What follows belongs to an exercise in optimizing a design on an open flow for small area, a short achievable clock period and few clock cycles per item; a production flow would make more cautious choices. In this exercise RTL edits were held to simulation tests only and were not proved equivalent to the original. Power is estimated from default activity; no workload was simulated.

==> flow/design.v (outline; a module is shown in full before it is edited, if it fits) <==
// module qad_peak_note: 414 lines
// module qad_sq2: 644 lines
module qad_peak_note (
    input  wire        clk,
    input  wire        rst,           
    input  wire        in_valid,
    output wire        in_ready,
    input  wire [44:0] in_re,         
    input  wire [44:0] in_im,         
    input  wire [3:0]  log2n,         
    input  wire [19:0] sr,            
    output wire        out_valid,
    input  wire        out_ready,
    output wire [3:0]  code,          
    output wire [10:0] peak_bin,
    output wire [43:0] peak_mag,
    output wire [30:0] freq,          
    output wire [8:0]  note_key,      
    output wire [3:0]  note_pc,
    output wire [5:0]  note_oct,      
    output wire [15:0] note_name,     
    output wire [31:0] note_freq,     
    output wire [31:0] note_dev       
);
  // ...
==> flow/run.sh <==
#!/bin/bash
# synth_recipe.tcl (not shown) runs the flow's synth.tcl, then flattens the netlist and writes it again
# the make line also repeats each setting of config.mk as NAME=value (left out here)
make -C /OpenROAD-flow-scripts/flow DESIGN_CONFIG=/design/flow/config.mk WORK_HOME=/design/flow/orfs CLKGATE_MAP_FILE= SYNTH_SCRIPT=/design/flow/synth_recipe.tcl finish
==> flow/config.mk <==
export PLATFORM = sky130hd
export DESIGN_NAME = qad_peak_note
export DESIGN_NICKNAME = qad_peak_note
export VERILOG_FILES = /design/flow/design.v
export SDC_FILE = /design/flow/constraint.sdc
export NUM_CORES = 4
export LEC_CHECK = 0
export CAP_MARGIN = 20
export CORE_MARGIN = 2
export CORE_UTILIZATION = 40
export SLEW_MARGIN = 20
==> flow/constraint.sdc <==
create_clock -name core_clock -period 15.0 [get_ports {clk}]
set_input_delay 3.0000 -clock core_clock [delete_from_list [all_inputs] [get_ports {clk}]]
set_output_delay 3.0000 -clock core_clock [all_outputs]
set_load 0.01 [all_outputs]
==> flow_summary.yaml, run 1 <==
power:
  p_sw_share_pct: 40.4
  clockPowerShare_pct: 20.9
  power_density_nw_per_um2: 167
  p_int_w: 0.00763
  pg_comb_w: 0.00677
  p_leak_nw: 30.7
  clock_net_power_w: 0.00267
yosys:
  syn-cell-area_um2: 68300
  synthXorXnorAreaFrac_pct: 5.93
  synth.avg_cell_area_um2: 10.1
  synth_most_common_cell: "edfxtp_1"
  ys_types: 95
  synth_edf_count: 861
  synthTopCellsByCount: "edfxtp_1, inv_1, nand2_1"
  ys_seq_elements: 908
critical_path:
  r2r_setup_slack_ps: 5590
  path_delay_family: "adder cells"
  worstSetupPathType: "flop to flop"
  worstSetupStartpoint: "s1_wa[9]"
final_layout:
  final_cell_count_no_fill: 9181
  n_clock_buffer: 118
  numSequentialCells: 908
  multi_input_cells: 4817
  inverters: 673
  mostFrequentLayoutCells: "edfxtp_1, inv_1, nand2_1"
  fin_area_um2: 76800
drt:
  routed-wl-met2_um: 85600
  topRoutingLayerUsed: "met5"
  routed_wl_um: 190000
min_path:
  min_to: "pk[10]"
run_status:
  status: "no timing/DRC/antenna violations"
floorplanning:
  chipWidth_um: 417
place:
  post-place-ws_ps: 5540
global_routing:
  grt_util_met3_pct: 2.64
  grt_max_degree: 117
sta:
  rsz0062_at_grt: "false"
  relSlewSlack_pct: 26.9
Testbench counts, summed over its fixed seeds: cycles 112,309, bins 108,544.
==> module qad_peak_note, before the edit <==
module qad_peak_note (
    input  wire        clk,
    input  wire        rst,           
    input  wire        in_valid,
    output wire        in_ready,
    input  wire [44:0] in_re,         
    input  wire [44:0] in_im,         
    input  wire [3:0]  log2n,         
    input  wire [19:0] sr,            
    output wire        out_valid,
    input  wire        out_ready,
    output wire [3:0]  code,          
    output wire [10:0] peak_bin,
    output wire [43:0] peak_mag,
    output wire [30:0] freq,          
    output wire [8:0]  note_key,      
    output wire [3:0]  note_pc,
    output wire [5:0]  note_oct,      
    output wire [15:0] note_name,     
    output wire [31:0] note_freq,     
    output wire [31:0] note_dev       
);
    localparam M  = 14;               
    localparam QW = 2 * M + 2;        
    localparam DW = 2 * M + 5;        
    localparam LB = M + 2;            
    reg         in_ready_r;
    reg         expect_first;         
    reg  [10:0] cnt;                  
    reg  [3:0]  l2n_q;
    reg  [19:0] sr_q;
    reg         acc_done;             
    reg         s1_v, s1_first, s1_last;
    reg  [43:0] s1_a, s1_b;           
    reg  [M-1:0] s1_wa, s1_wb;        
    reg         s1_ga, s1_gb;         
    reg  [4:0]  s1_s;                 
    assign in_ready = in_ready_r;
    wire   in_fire  = in_valid && in_ready_r;
    wire [3:0]  cur_l2n  = expect_first ? log2n : l2n_q;
    wire [10:0] nxt_idx  = expect_first ? 11'd0 : cnt + 11'd1;
    wire [11:0] half     = 12'd1 << (cur_l2n - 4'd1);
    wire        nxt_last = ({1'b0, nxt_idx} == half - 12'd1);
    wire [44:0] re_neg = 45'd0 - in_re;
    wire [44:0] im_neg = 45'd0 - in_im;
    wire [43:0] re_abs = in_re[44] ? re_neg[43:0] : in_re[43:0];
    wire [43:0] im_abs = in_im[44] ? im_neg[43:0] : in_im[43:0];
    wire [43:0] y_re = in_re[43:0] ^ {44{in_re[44]}};
    wire [43:0] y_im = in_im[43:0] ^ {44{in_im[44]}};
    wire [43:0] y_or = y_re | y_im;
    reg  [5:0]  e_len;
    integer i;
    always @(*) begin
        e_len = 6'd0;
        for (i = 0; i < 44; i = i + 1)
            if (y_or[i]) e_len = i[5:0] + 6'd1;
    end
    wire [5:0]  e_sub = e_len - M;
    wire [4:0]  s_in  = (e_len > M) ? e_sub[4:0] : 5'd0;
    wire [43:0] ysh_re = y_re >> s_in;
    wire [43:0] ysh_im = y_im >> s_in;
    localparam [1:0] S_RUN    = 2'd0,    
                     S_FBWAIT = 2'd1,    
                     S_FBCALC = 2'd2,    
                     S_FBCMP  = 2'd3;    
    reg  [1:0]  st;
    reg  [43:0] c_a, c_b;             
    reg  [43:0] cand_a, cand_b;       
    reg  [10:0] cand_k;
    reg  [QW-1:0] cand_q;
    reg  [4:0]  cand_s;
    reg  [10:0] best_k;
    reg  [QW-1:0] q_b;                
    reg  [4:0]  s_b;                  
    reg         fe_pend;              
    wire [QW-1:0] sq_r0, sq_r1;
    qad_sq2 u_sq (.a(s1_wa), .b(s1_wb), .ga(s1_ga), .gb(s1_gb), .r0(sq_r0), .r1(sq_r1));
    wire [QW-1:0] q_k = sq_r0 + sq_r1;
    wire [5:0] s_k1 = {1'b0, s1_s} + 6'd1;
    wire [5:0] s_b1 = {1'b0, s_b} + 6'd1;
    wire d_eq  = (s1_s == s_b);
    wire d_p1  = ({1'b0, s1_s} == s_b1);
    wire d_m1  = (s_k1 == {1'b0, s_b});
    wire d_big = ({1'b0, s1_s} > s_b1);
    wire [DW-1:0] qb_al = d_m1 ? {1'b0, q_b, 2'b00} :
                          d_p1 ? {5'b0, q_b[QW-1:2]} : {3'b0, q_b};
    wire [DW-1:0] csa_x = {3'b0, sq_r0};
    wire [DW-1:0] csa_y = {3'b0, sq_r1};
    wire [DW-1:0] csa_z = ~qb_al;
    wire [DW-1:0] csa_s = csa_x ^ csa_y ^ csa_z;
    wire [DW-1:0] csa_c = (csa_x & csa_y) | (csa_x & csa_z) | (csa_y & csa_z);
    wire [DW-1:0] dq    = csa_s + {csa_c[DW-2:0], 1'b1};
    wire d_neg  = dq[DW-1];
    wire ge_b   = !d_neg && (|dq[DW-2:LB]);        
    wire ge_b2  = !d_neg && (|dq[DW-2:LB-1]);      
    wire ge_4b  = !d_neg && (|dq[DW-2:LB+2]);      
    wire ge_1   = !d_neg && (|dq[DW-2:0]);         
    wire le_mb  = d_neg && !(&dq[DW-2:LB]);        
    wire le_0   = d_neg || !(|dq[DW-2:0]);         
    wire gt_sure = d_big || (d_eq && ((s_b == 5'd0) ? ge_1 : ge_b))
                         || (d_p1 && ge_b2) || (d_m1 && ge_4b);
    wire near    = d_eq || d_p1 || d_m1;
    wire lt_sure = !d_big && (!near || ((s1_s == 5'd0) ? le_0 : le_mb));
    wire ev      = (st == S_RUN) && s1_v;
    wire ev_gt   = ev && (s1_first || gt_sure);
    wire ev_unc  = ev && !s1_first && !gt_sure && !lt_sure;
    reg         ex_busy, ex_fb, acc_full, pb_valid;
    reg  [5:0]  ex_cnt;
    reg  [45:0] ex_hi;
    reg  [43:0] ex_lo;
    reg  [87:0] p_best;               
    wire        xa_bit = c_a[ex_cnt];
    wire        xb_bit = c_b[ex_cnt];
    wire [46:0] ex_sum = {1'b0, ex_hi} + (xa_bit ? {3'b0, c_a} : 47'd0)
                                       + (xb_bit ? {3'b0, c_b} : 47'd0);
    wire [87:0] ex_p   = {ex_hi[43:0], ex_lo};
    wire        ex_gt  = (ex_p > p_best);
    reg         isq_busy;
    reg  [5:0]  isq_cnt;
    reg  [45:0] sq_rem;
    reg  [43:0] sq_root;
    wire [47:0] sq_rem_sh = {sq_rem, p_best[87:86]};
    wire [47:0] sq_trial  = {2'b00, sq_root, 2'b01};
    wire        sq_ge     = sq_rem_sh >= sq_trial;
    localparam [2:0] P_IDLE = 3'd0, P_HORN = 3'd1, P_NORM = 3'd2,
                     P_THR  = 3'd3, P_NF   = 3'd4, P_DEV  = 3'd5;
    reg  [2:0]  pst;
    reg  [3:0]  pcnt;
    reg  [10:0] pk;
    reg  [19:0] sr_p;
    reg  [3:0]  l2n_p;
    reg  [30:0] v;
    reg  [31:0] nf;
    reg  [31:0] dev;
    reg  [4:0]  p;
    reg  [4:0]  q;
    reg  [3:0]  rr;
    reg  [4:0]  sc;
    reg         out_v;
    reg         map_done;
    wire post_free = !isq_busy && (pst == P_IDLE) && !map_done && !out_v;
    wire handoff   = fe_pend && (st == S_RUN) && !ex_busy && pb_valid && post_free;
    wire [4:0]  hb_idx = {1'b0, l2n_p} - 5'd2 - {1'b0, pcnt};
    wire        h_bit  = !hb_idx[4] && pk[hb_idx[3:0]];
    wire [30:0] v_next = {v[29:0], 1'b0} + (h_bit ? {11'd0, sr_p} : 31'd0);
    reg [30:0] tq;
    always @(*) begin
        case (pcnt)
            4'd0:  tq = 31'd1129491589;
            4'd1:  tq = 31'd1196654653;
            4'd2:  tq = 31'd1267811442;
            4'd3:  tq = 31'd1343199433;
            4'd4:  tq = 31'd1423070228;
            4'd5:  tq = 31'd1507690387;
            4'd6:  tq = 31'd1597342323;
            4'd7:  tq = 31'd1692325240;
            4'd8:  tq = 31'd1792956136;
            4'd9:  tq = 31'd1899570855;
            4'd10: tq = 31'd2012525216;
            default: tq = 31'd2132196193;
        endcase
    end
    wire m_ge = (nf[30:0] >= tq);
    wire [3:0] rr_sel = (pcnt == 4'd12) ? 4'd0 : pcnt;
    reg [30:0] cf;
    always @(*) begin
        case (rr_sel)
            4'd0:  cf = 31'd1097337155;
            4'd1:  cf = 31'd1162588218;
            4'd2:  cf = 31'd1231719311;
            4'd3:  cf = 31'd1304961152;
            4'd4:  cf = 31'd1382558180;
            4'd5:  cf = 31'd1464769368;
            4'd6:  cf = 31'd1551869087;
            4'd7:  cf = 31'd1644148025;
            4'd8:  cf = 31'd1741914154;
            4'd9:  cf = 31'd1845493760;
            4'd10: cf = 31'd1955232530;
            default: cf = 31'd2071496706;
        endcase
    end
    wire [4:0] q_sel = (pcnt == 4'd12) ? p + 5'd1 : p;
    wire dc = (pk == 11'd0);
    assign out_valid = out_v;
    assign code      = {2'b00, dc, 1'b1};
    assign peak_bin  = pk;
    assign peak_mag  = sq_root;
    assign freq      = v;
    assign note_freq = nf;
    assign note_dev  = dev;
    wire signed [9:0] key = $signed({1'b0, q, 3'b000}) + $signed({2'b00, q, 2'b00})
                            + $signed({6'b0, rr}) - 10'sd200;
    wire [4:0] rr4  = {1'b0, rr} + 5'd4;
    wire       wrap = (rr4 >= 5'd12);
    wire [3:0] pc   = wrap ? rr4[3:0] - 4'd12 : rr4[3:0];
    wire signed [5:0] oct = $signed({1'b0, q}) - 6'sd17 + $signed({5'b0, wrap});
    reg [15:0] name;
    always @(*) begin
        case (pc)
            4'd0:  name = 16'h0043;
            4'd1:  name = 16'h2343;
            4'd2:  name = 16'h0044;
            4'd3:  name = 16'h2344;
            4'd4:  name = 16'h0045;
            4'd5:  name = 16'h0046;
            4'd6:  name = 16'h2346;
            4'd7:  name = 16'h0047;
            4'd8:  name = 16'h2347;
            4'd9:  name = 16'h0041;
            4'd10: name = 16'h2341;
            default: name = 16'h0042;
        endcase
    end
    assign note_key  = dc ? 9'd0  : key[8:0];
    assign note_pc   = dc ? 4'd0  : pc;
    assign note_oct  = dc ? 6'd0  : oct;
    assign note_name = dc ? 16'd0 : name;
    reg [1:0] st_nx;
    always @(*) begin
        st_nx = st;
        case (st)
            S_RUN:    if (ev_unc) st_nx = S_FBWAIT;
            S_FBWAIT: if (!ex_busy && pb_valid && !isq_busy) st_nx = S_FBCALC;
            S_FBCALC: if (ex_cnt == 6'd43) st_nx = S_FBCMP;
            default:  st_nx = S_RUN;
        endcase
    end
    wire s1_v_nx     = in_fire || (s1_v && !ev);
    wire acc_done_nx = (acc_done && !handoff) || (in_fire && nxt_last);
    wire ex_start    = ev_gt;                              
    wire fb_start    = (st == S_FBWAIT) && (st_nx == S_FBCALC);
    always @(posedge clk) begin
        if (rst) begin
            in_ready_r   <= 1'b0;
            expect_first <= 1'b1;
            acc_done     <= 1'b0;
            s1_v         <= 1'b0;
            st           <= S_RUN;
            fe_pend      <= 1'b0;
            ex_busy      <= 1'b0;
            ex_fb        <= 1'b0;
            acc_full     <= 1'b0;
            pb_valid     <= 1'b0;
            isq_busy     <= 1'b0;
            pst          <= P_IDLE;
            out_v        <= 1'b0;
            map_done     <= 1'b0;
        end else begin
            st         <= st_nx;
            s1_v       <= s1_v_nx;
            acc_done   <= acc_done_nx;
            in_ready_r <= !acc_done_nx && (!s1_v_nx || st_nx == S_RUN);
            if (in_fire) begin
                s1_a     <= re_abs;
                s1_b     <= im_abs;
                s1_wa    <= ysh_re[M-1:0];
                s1_wb    <= ysh_im[M-1:0];
                s1_ga    <= in_re[44] && (s_in == 5'd0);
                s1_gb    <= in_im[44] && (s_in == 5'd0);
                s1_s     <= s_in;
                s1_first <= expect_first;
                s1_last  <= nxt_last;
                cnt      <= nxt_idx;
                expect_first <= nxt_last;
                if (expect_first) begin
                    l2n_q <= log2n;
                    sr_q  <= sr;
                end
            end
            if (ev && s1_last)
                fe_pend <= 1'b1;
            if (ev_gt) begin
                c_a    <= s1_a;
                c_b    <= s1_b;
                best_k <= cnt;
                q_b    <= q_k;
                s_b    <= s1_s;
            end
            if (ev) begin
                cand_a <= s1_a;
                cand_b <= s1_b;
                cand_k <= cnt;
                cand_q <= q_k;
                cand_s <= s1_s;
            end
            if (fb_start) begin
                c_a <= cand_a;
                c_b <= cand_b;
            end
            if (ex_start || fb_start) begin
                ex_busy  <= 1'b1;
                ex_fb    <= fb_start;
                ex_cnt   <= 6'd0;
                ex_hi    <= 46'd0;
                acc_full <= 1'b0;
                if (ex_start)
                    pb_valid <= 1'b0;
            end else if (ex_busy) begin
                ex_hi  <= ex_sum[46:1];
                ex_lo  <= {ex_sum[0], ex_lo[43:1]};
                ex_cnt <= ex_cnt + 6'd1;
                if (ex_cnt == 6'd43) begin
                    ex_busy  <= 1'b0;
                    acc_full <= !ex_fb;
                end
            end else if (acc_full && !isq_busy) begin
                p_best   <= ex_p;
                pb_valid <= 1'b1;
                acc_full <= 1'b0;
            end
            if (st == S_FBCMP && ex_gt) begin
                p_best <= ex_p;
                best_k <= cand_k;
                q_b    <= cand_q;
                s_b    <= cand_s;
            end
            if (handoff) begin
                fe_pend  <= 1'b0;
                pb_valid <= 1'b0;
                isq_busy <= 1'b1;
                isq_cnt  <= 6'd0;
                sq_rem   <= 46'd0;
                sq_root  <= 44'd0;
                pk       <= best_k;
                sr_p     <= sr_q;
                l2n_p    <= l2n_q;
                v        <= 31'd0;
                pcnt     <= 4'd0;
                pst      <= P_HORN;
            end
            if (isq_busy) begin
                p_best <= {p_best[85:0], 2'b00};
                if (sq_ge) begin
                    sq_rem  <= sq_rem_sh[45:0] - sq_trial[45:0];
                    sq_root <= {sq_root[42:0], 1'b1};
                end else begin
                    sq_rem  <= sq_rem_sh[45:0];
                    sq_root <= {sq_root[42:0], 1'b0};
                end
                isq_cnt <= isq_cnt + 6'd1;
                if (isq_cnt == 6'd43)
                    isq_busy <= 1'b0;
            end
            case (pst)
                P_HORN: begin
                    v    <= v_next;
                    pcnt <= pcnt + 4'd1;
                    if (pcnt == 4'd10) begin
                        nf   <= {1'b0, v_next};
                        p    <= 5'd30;
                        pst  <= dc ? P_DEV : P_NORM;
                    end
                end
                P_NORM: begin
                    if (nf[30:23] == 8'd0) begin
                        nf <= {1'b0, nf[22:0], 8'd0};
                        p  <= p - 5'd8;
                    end else if (!nf[30]) begin
                        nf <= {1'b0, nf[29:0], 1'b0};
                        p  <= p - 5'd1;
                    end else begin
                        pcnt <= 4'd0;
                        pst  <= P_THR;
                    end
                end
                P_THR: begin
                    if (pcnt != 4'd12 && m_ge)
                        pcnt <= pcnt + 4'd1;
                    else begin
                        q  <= q_sel;
                        rr <= rr_sel;
                        if (q_sel >= 5'd30) begin
                            nf  <= (q_sel == 5'd31) ? {cf, 1'b0} : {1'b0, cf};
                            pst <= P_DEV;
                        end else begin
                            nf  <= {1'b0, cf};
                            sc  <= 5'd29 - q_sel;
                            pst <= P_NF;
                        end
                    end
                end
                P_NF: begin
                    if (sc >= 5'd8) begin
                        nf <= nf >> 8;
                        sc <= sc - 5'd8;
                    end else if (sc != 5'd0) begin
                        nf <= nf >> 1;
                        sc <= sc - 5'd1;
                    end else begin
                        nf  <= (nf >> 1) + {31'd0, nf[0]};
                        pst <= P_DEV;
                    end
                end
                P_DEV: begin
                    if (dc) begin
                        nf  <= 32'd0;
                        dev <= 32'd0;
                    end else
                        dev <= {1'b0, v} - nf;
                    pst <= P_IDLE;
                end
                default: ;
            endcase
            if (pst == P_DEV)
                map_done <= 1'b1;
            if (map_done && !isq_busy) begin
                map_done <= 1'b0;
                out_v    <= 1'b1;
            end
            if (out_v && out_ready)
                out_v <= 1'b0;
        end
    end
endmodule
==> run 2: changes to the inputs <==
--- a/flow/design.v
+++ b/flow/design.v
@@ -31,9 +31,7 @@
     reg  [19:0] sr_q;
     reg         acc_done;             
     reg         s1_v, s1_first, s1_last;
-    reg  [43:0] s1_a, s1_b;           
-    reg  [M-1:0] s1_wa, s1_wb;        
-    reg         s1_ga, s1_gb;         
+    reg  [44:0] s1_a, s1_b;           
     reg  [4:0]  s1_s;                 
     assign in_ready = in_ready_r;
     wire   in_fire  = in_valid && in_ready_r;
@@ -41,10 +39,6 @@
     wire [10:0] nxt_idx  = expect_first ? 11'd0 : cnt + 11'd1;
     wire [11:0] half     = 12'd1 << (cur_l2n - 4'd1);
     wire        nxt_last = ({1'b0, nxt_idx} == half - 12'd1);
-    wire [44:0] re_neg = 45'd0 - in_re;
-    wire [44:0] im_neg = 45'd0 - in_im;
-    wire [43:0] re_abs = in_re[44] ? re_neg[43:0] : in_re[43:0];
-    wire [43:0] im_abs = in_im[44] ? im_neg[43:0] : in_im[43:0];
     wire [43:0] y_re = in_re[43:0] ^ {44{in_re[44]}};
     wire [43:0] y_im = in_im[43:0] ^ {44{in_im[44]}};
     wire [43:0] y_or = y_re | y_im;
@@ -57,35 +51,44 @@
     end
     wire [5:0]  e_sub = e_len - M;
     wire [4:0]  s_in  = (e_len > M) ? e_sub[4:0] : 5'd0;
-    wire [43:0] ysh_re = y_re >> s_in;
-    wire [43:0] ysh_im = y_im >> s_in;
+    reg         r_v, r_first, r_last;
+    reg  [QW-1:0] r_r0, r_r1;
+    reg  [4:0]  r_s;
+    reg  [10:0] r_idx;
+    reg  [44:0] x2_a, x2_b;
+    wire [43:0] ysh_a = s1_a[43:0] >> s1_s;
+    wire [43:0] ysh_b = s1_b[43:0] >> s1_s;
+    wire        g_a   = s1_a[44] && (s1_s == 5'd0);
+    wire        g_b   = s1_b[44] && (s1_s == 5'd0);
+    wire [QW-1:0] sq_r0, sq_r1;
+    qad_sq2 u_sq (.a(ysh_a[M-1:0]), .b(ysh_b[M-1:0]), .ga(g_a), .gb(g_b),
+                  .r0(sq_r0), .r1(sq_r1));
     localparam [1:0] S_RUN    = 2'd0,    
                      S_FBWAIT = 2'd1,    
                      S_FBCALC = 2'd2,    
                      S_FBCMP  = 2'd3;    
     reg  [1:0]  st;
     reg  [43:0] c_a, c_b;             
-    reg  [43:0] cand_a, cand_b;       
+    reg  [44:0] cand_a, cand_b;       
     reg  [10:0] cand_k;
     reg  [QW-1:0] cand_q;
     reg  [4:0]  cand_s;
+    reg         ev_gt_q;              
     reg  [10:0] best_k;
     reg  [QW-1:0] q_b;                
     reg  [4:0]  s_b;                  
     reg         fe_pend;              
-    wire [QW-1:0] sq_r0, sq_r1;
-    qad_sq2 u_sq (.a(s1_wa), .b(s1_wb), .ga(s1_ga), .gb(s1_gb), .r0(sq_r0), .r1(sq_r1));
-    wire [QW-1:0] q_k = sq_r0 + sq_r1;
-    wire [5:0] s_k1 = {1'b0, s1_s} + 6'd1;
+    wire [QW-1:0] q_k = r_r0 + r_r1;
+    wire [5:0] s_k1 = {1'b0, r_s} + 6'd1;
     wire [5:0] s_b1 = {1'b0, s_b} + 6'd1;
-    wire d_eq  = (s1_s == s_b);
-    wire d_p1  = ({1'b0, s1_s} == s_b1);
+    wire d_eq  = (r_s == s_b);
+    wire d_p1  = ({1'b0, r_s} == s_b1);
     wire d_m1  = (s_k1 == {1'b0, s_b});
-    wire d_big = ({1'b0, s1_s} > s_b1);
+    wire d_big = ({1'b0, r_s} > s_b1);
     wire [DW-1:0] qb_al = d_m1 ? {1'b0, q_b, 2'b00} :
                           d_p1 ? {5'b0, q_b[QW-1:2]} : {3'b0, q_b};
-    wire [DW-1:0] csa_x = {3'b0, sq_r0};
-    wire [DW-1:0] csa_y = {3'b0, sq_r1};
+    wire [DW-1:0] csa_x = {3'b0, r_r0};
+    wire [DW-1:0] csa_y = {3'b0, r_r1};
     wire [DW-1:0] csa_z = ~qb_al;
     wire [DW-1:0] csa_s = csa_x ^ csa_y ^ csa_z;
     wire [DW-1:0] csa_c = (csa_x & csa_y) | (csa_x & csa_z) | (csa_y & csa_z);
@@ -100,10 +103,12 @@
     wire gt_sure = d_big || (d_eq && ((s_b == 5'd0) ? ge_1 : ge_b))
                          || (d_p1 && ge_b2) || (d_m1 && ge_4b);
     wire near    = d_eq || d_p1 || d_m1;
-    wire lt_sure = !d_big && (!near || ((s1_s == 5'd0) ? le_0 : le_mb));
-    wire ev      = (st == S_RUN) && s1_v;
-    wire ev_gt   = ev && (s1_first || gt_sure);
-    wire ev_unc  = ev && !s1_first && !gt_sure && !lt_sure;
+    wire lt_sure = !d_big && (!near || ((r_s == 5'd0) ? le_0 : le_mb));
+    wire ev      = (st == S_RUN) && r_v;
+    wire ev_gt   = ev && (r_first || gt_sure);
+    wire ev_unc  = ev && !r_first && !gt_sure && !lt_sure;
+    wire [43:0] cand_abs_a = cand_a[43:0] + {43'd0, cand_a[44]};
+    wire [43:0] cand_abs_b = cand_b[43:0] + {43'd0, cand_b[44]};
     reg         ex_busy, ex_fb, acc_full, pb_valid;
     reg  [5:0]  ex_cnt;
     reg  [45:0] ex_hi;
@@ -139,7 +144,7 @@
     reg         out_v;
     reg         map_done;
     wire post_free = !isq_busy && (pst == P_IDLE) && !map_done && !out_v;
-    wire handoff   = fe_pend && (st == S_RUN) && !ex_busy && pb_valid && post_free;
+    wire handoff   = fe_pend && (st == S_RUN) && !ev_gt_q && !ex_busy && pb_valid && post_free;
     wire [4:0]  hb_idx = {1'b0, l2n_p} - 5'd2 - {1'b0, pcnt};
     wire        h_bit  = !hb_idx[4] && pk[hb_idx[3:0]];
     wire [30:0] v_next = {v[29:0], 1'b0} + (h_bit ? {11'd0, sr_p} : 31'd0);
@@ -220,14 +225,16 @@
         st_nx = st;
         case (st)
             S_RUN:    if (ev_unc) st_nx = S_FBWAIT;
-            S_FBWAIT: if (!ex_busy && pb_valid && !isq_busy) st_nx = S_FBCALC;
+            S_FBWAIT: if (!ex_busy && pb_valid && !isq_busy && !ev_gt_q) st_nx = S_FBCALC;
             S_FBCALC: if (ex_cnt == 6'd43) st_nx = S_FBCMP;
             default:  st_nx = S_RUN;
         endcase
     end
-    wire s1_v_nx     = in_fire || (s1_v && !ev);
+    wire r_adv       = s1_v && (!r_v || ev);               
+    wire s1_v_nx     = in_fire || (s1_v && !r_adv);
+    wire r_v_nx      = r_adv || (r_v && !ev);
     wire acc_done_nx = (acc_done && !handoff) || (in_fire && nxt_last);
-    wire ex_start    = ev_gt;                              
+    wire ex_start    = ev_gt_q;                            
     wire fb_start    = (st == S_FBWAIT) && (st_nx == S_FBCALC);
     always @(posedge clk) begin
         if (rst) begin
@@ -235,7 +242,9 @@
             expect_first <= 1'b1;
             acc_done     <= 1'b0;
             s1_v         <= 1'b0;
+            r_v          <= 1'b0;
             st           <= S_RUN;
+            ev_gt_q      <= 1'b0;
             fe_pend      <= 1'b0;
             ex_busy      <= 1'b0;
             ex_fb        <= 1'b0;
@@ -248,15 +257,13 @@
         end else begin
             st         <= st_nx;
             s1_v       <= s1_v_nx;
+            r_v        <= r_v_nx;
             acc_done   <= acc_done_nx;
-            in_ready_r <= !acc_done_nx && (!s1_v_nx || st_nx == S_RUN);
+            in_ready_r <= !acc_done_nx && (!s1_v_nx || !r_v_nx || st_nx == S_RUN);
+            ev_gt_q    <= ev_gt;
             if (in_fire) begin
-                s1_a     <= re_abs;
-                s1_b     <= im_abs;
-                s1_wa    <= ysh_re[M-1:0];
-                s1_wb    <= ysh_im[M-1:0];
-                s1_ga    <= in_re[44] && (s_in == 5'd0);
-                s1_gb    <= in_im[44] && (s_in == 5'd0);
+                s1_a     <= {in_re[44], y_re};
+                s1_b     <= {in_im[44], y_im};
                 s1_s     <= s_in;
                 s1_first <= expect_first;
                 s1_last  <= nxt_last;
@@ -267,26 +274,35 @@
                     sr_q  <= sr;
                 end
             end
-            if (ev && s1_last)
+            if (r_adv) begin
+                r_r0    <= sq_r0;
+                r_r1    <= sq_r1;
+                r_s     <= s1_s;
+                r_first <= s1_first;
+                r_last  <= s1_last;
+                r_idx   <= cnt;
+                x2_a    <= s1_a;
+                x2_b    <= s1_b;
+            end
+            if (ev && r_last)
                 fe_pend <= 1'b1;
             if (ev_gt) begin
-                c_a    <= s1_a;
-                c_b    <= s1_b;
-                best_k <= cnt;
-                q_b    <= q_k;
-                s_b    <= s1_s;
+                q_b <= q_k;
+                s_b <= r_s;
             end
             if (ev) begin
-                cand_a <= s1_a;
-                cand_b <= s1_b;
-                cand_k <= cnt;
+                cand_a <= x2_a;
+                cand_b <= x2_b;
+                cand_k <= r_idx;
                 cand_q <= q_k;
-                cand_s <= s1_s;
+                cand_s <= r_s;
             end
-            if (fb_start) begin
-                c_a <= cand_a;
-                c_b <= cand_b;
+            if (ev_gt_q || fb_start) begin
+                c_a <= cand_abs_a;
+                c_b <= cand_abs_b;
             end
+            if (ev_gt_q)
+                best_k <= cand_k;
             if (ex_start || fb_start) begin
                 ex_busy  <= 1'b1;
                 ex_fb    <= fb_start;
==> flow_summary.yaml, run 2 <==
drt:
  dr_total_vias: 50000
  topRoutingLayerUsed: "met4"
  met1_length_um: 84200
  ant_nets: 0
  routed_wl_um: 180000
  drcViolationCount: 0
  wl_met3_um: 8110
  wl_per_cell_um: 19.1
  firstDrtPassIters: 8
  routed-wl-met2_um: 82500
  vias_per_cell: 5.33
  drt_iter0_markers: 3455
floorplanning:
  pin_count: 309
  chipWidth_um: 423
  start_util_pct: 40.3
  num_rows: 153
  core_area_um2: 174000
  dieArea_um2: 179000
  die_h_um: 423
power:
  p_leak_nw: 31.6
  ir_drop_uv: 157
  power.total_w: 0.0101
  power_density_nw_per_um2: 127
critical_path:
  cpPeakStageDelay_ps: 560
  r2r_start: "s_b[1]"
  worstSetupPathType: "flop to flop"
  worst-r2r-cell-count: 27
  crit_fanout: 33
  r2r_setup_slack_ps: 7320
  crit_required_ps: 15480
  crit_path_end_kind: "flop"
  cp_slowest_cell: "clkinv_1"
  crit_arrival_ps: 8160
  worstSetupStartpointType: "flop"
  r2r_end: "q_b[28]"
sta:
  tns_ps: 0
  relSlewSlack_pct: 24.5
  hold_violations: 0
  tightest_slew_ps: 1130
  fin_crit_ps: 7680
  rsz0062_at_grt: "false"
  setup_viol: 0
  slew_violations: 0
  fin_crit_sh_pct: 51.2
  fmax_mhz: 130
  fin_skew_ps: 79.4
place:
  hpwl_um: 135000
  dp.cells: 9168
  io_buffers: 296
  gp_congestion: 0.918
clocking:
  numCtsBuffers: 119
  clock-sinks: 1049
  post_cts_resized: 0
  htreeDepth: 3
  cts_tree: "done"
  cts_buffer_depth: 3
  cts_root_buf: "clkbuf_16"
  post-cts-setup-buffers: 0
  path_clk_slew_ps: 60
  clk_latency_ps: 780
  postCtsHoldBufs: 0
yosys:
  synth_top_area_share_pct: 42.8
  synth_edf_count: 1000
  synth-seq-area-share_pct: 44.2
  synthCells: 6753
  synth.avg_cell_area_um2: 10.4
  syn-cell-area_um2: 70200
  ys_seq_elements: 1049
  synthTopCellsByCount: "edfxtp_1, inv_1, nor2_1"
  yosys.area.top_type: "edfxtp_1"
  yosysWarnings: 1
  ys_types: 91
  synthArstFlopShare_pct: 0
  synth_most_common_cell: "edfxtp_1"
  yosys-top-cells-area: "edfxtp_1, ha_1, fa_1"
  synth_flop_cell: "edfxtp_1"
final_layout:
  mostFrequentLayoutCells: "edfxtp_1, inv_1, nor2_1"
  largest_reg_flops: 88
  area_delta_synth_final_pct: 13.7
  largestRegisters: "p_best x88, ex_hi x46, sq_rem x46"
  final_common_cell: "edfxtp_1"
  num-fill-cells: 16300
  seqCellArea_um2: 31000
  regMostFlops: "p_best"
  diodes: 0
  final_cell_count_no_fill: 9395
  drive_above_1_share_pct: 7.23
  final_util_pct: 45.8
  nets: 7754
  multi_input_area_um2: 35500
global_routing:
  grt_util_all_layers_pct: 19.9
  grt_overflow_total: 0
  grt_first_pass_wirelength_um: 285000
  antenna_found_initial: 3
  grt_max_degree: 154
  grt_pass1_vias: 49900
min_path:
  min_from: "best_k[2]"
  hp-class: "flop to flop"
  holdPathStages: 0
  min_to: "pk[2]"
run_status:
  status: "no timing/DRC/antenna violations"
flow_run:
  max_cap_viol_count: 0
-- run 2: cell types whose count changed after synthesis, sizes merged, moves of 72 or more --
cell | before | now
edfxtp | 861 | 1000
clkbuf | 274 | 202
xor2 | 130 | 204
mux2 | 188 | 112
mux2i | 291 | 107
xnor2 | 332 | 224
nor2 | 498 | 619
-- run 2: worst max-delay path by stage --
stage	startpoint	endpoint	slack [ps]	cells after the start
3_5_place_dp	s_b[1]	q_b[27]	7210	25
5_1_grt	s_b[2]	q_b[28]	6710	27
6_report	s_b[1]	q_b[28]	7320	27
2_1_floorplan	rst	csa_x[0]	4770	2
4_1_cts	s_b[1]	q_b[16]	7180	25
3_3_place_gp	s_b[2]	q_b[29]	7350	25
-- run 2: through the flow --
stage          hold slack, ps  setup slack (ps)  instance area [um^2]
3_3_place_gp              401              7350                 75600
6_report                  369              7320                 79800
2_1_floorplan             400              4770                 70200
5_1_grt                   385              6710                 79800
3_5_place_dp              405              7210                 75600
4_1_cts                   381              7180                 79700
-- run 2: cells by family (layout without fill, tap and decap cells) --
group	after synthesis	in the layout	share of synthesized area, %
xor gates and xnor gates	428	428	5.34
DFF	1049	1049	44.2
adders and majority gates	669	669	14.6
buffers and inverters	1009	1316	5.55
muxes	272	272	5.02
AOI/OAI and AO/OA	1312	1312	11.9
and+or+nand+nor	2012	2012	13.4
other	2	12	0.0107
-- run 2: area by class of cell --
cell class / count / area share [%]
clock buffers: 144 / 4.04
inverters: 725 / 3.41
well taps: 2325 / 3.65
repair buffers: 367 / 4.44
multi-input cells: 4705 / 44.5
flip-flops and latches: 1049 / 38.9
clock inverters: 80 / 1.12
-- run 2: routing by layer --
metal | up-vias | GRT usage, %
met5 | - | 0
met3 | 261 | 2.21
met1 | 24300 | 28.1
met2 | 1270 | 32.0
li1 | 24200 | -
met4 | 0 | 6.10
-- run 2: worst max-delay path, delay by kind of cell, from the launching register on --
kind / cells / cell delay (ps)
fa+ha+maj: 4 / 1430
compound gates: 10 / 2470
simple gates: 8 / 1510
buf+inv: 3 / 1200
flops: 1 / 460
xor+xnor: 2 / 320
-- run 2: where the power goes --
group / internal (W) / total, W / leakage (nW) / switching (W)
clock: 0.00174 / 0.00302 / 2.00 / 0.00128
sequential: 0.00354 / 0.00369 / 9.51 / 0.000147
combinational: 0.00136 / 0.00343 / 20.1 / 0.00208
Testbench counts of run 2, summed over its fixed seeds: cycles 112,590, bins 108,544.

[static timing again, ports no longer ideal]
No port has a modelled driver above. Below, the same layouts with a new extraction and two added sets of constraints. Step 1 sets driving cells, clkbuf_16 on the clock port and buf_2 on the other inputs (assumed; they add their load-dependent delay and slew). Step 2, shift: input delay + t, output delay - t, t = (earliest + latest rising clock arrival at the registers) / 2. This alone moves slack from input paths to output paths. a / b / c = ideal / step 1 / step 2; a / b = the first two.
run | t (ns) | setup WS [ns] | worst setup path at the end | worst register clock-pin slew, ns | worst data-port slew with drivers (ns)
run 1 | 0.808 | 5.591 / 5.591 / 5.591 | register to register | 0.07 / 0.07 | 0.16
run 2 | 0.823 | 7.321 / 7.321 / 7.321 | register to register | 0.07 / 0.07 | 0.05
After both steps setup and hold are still met in every run listed.
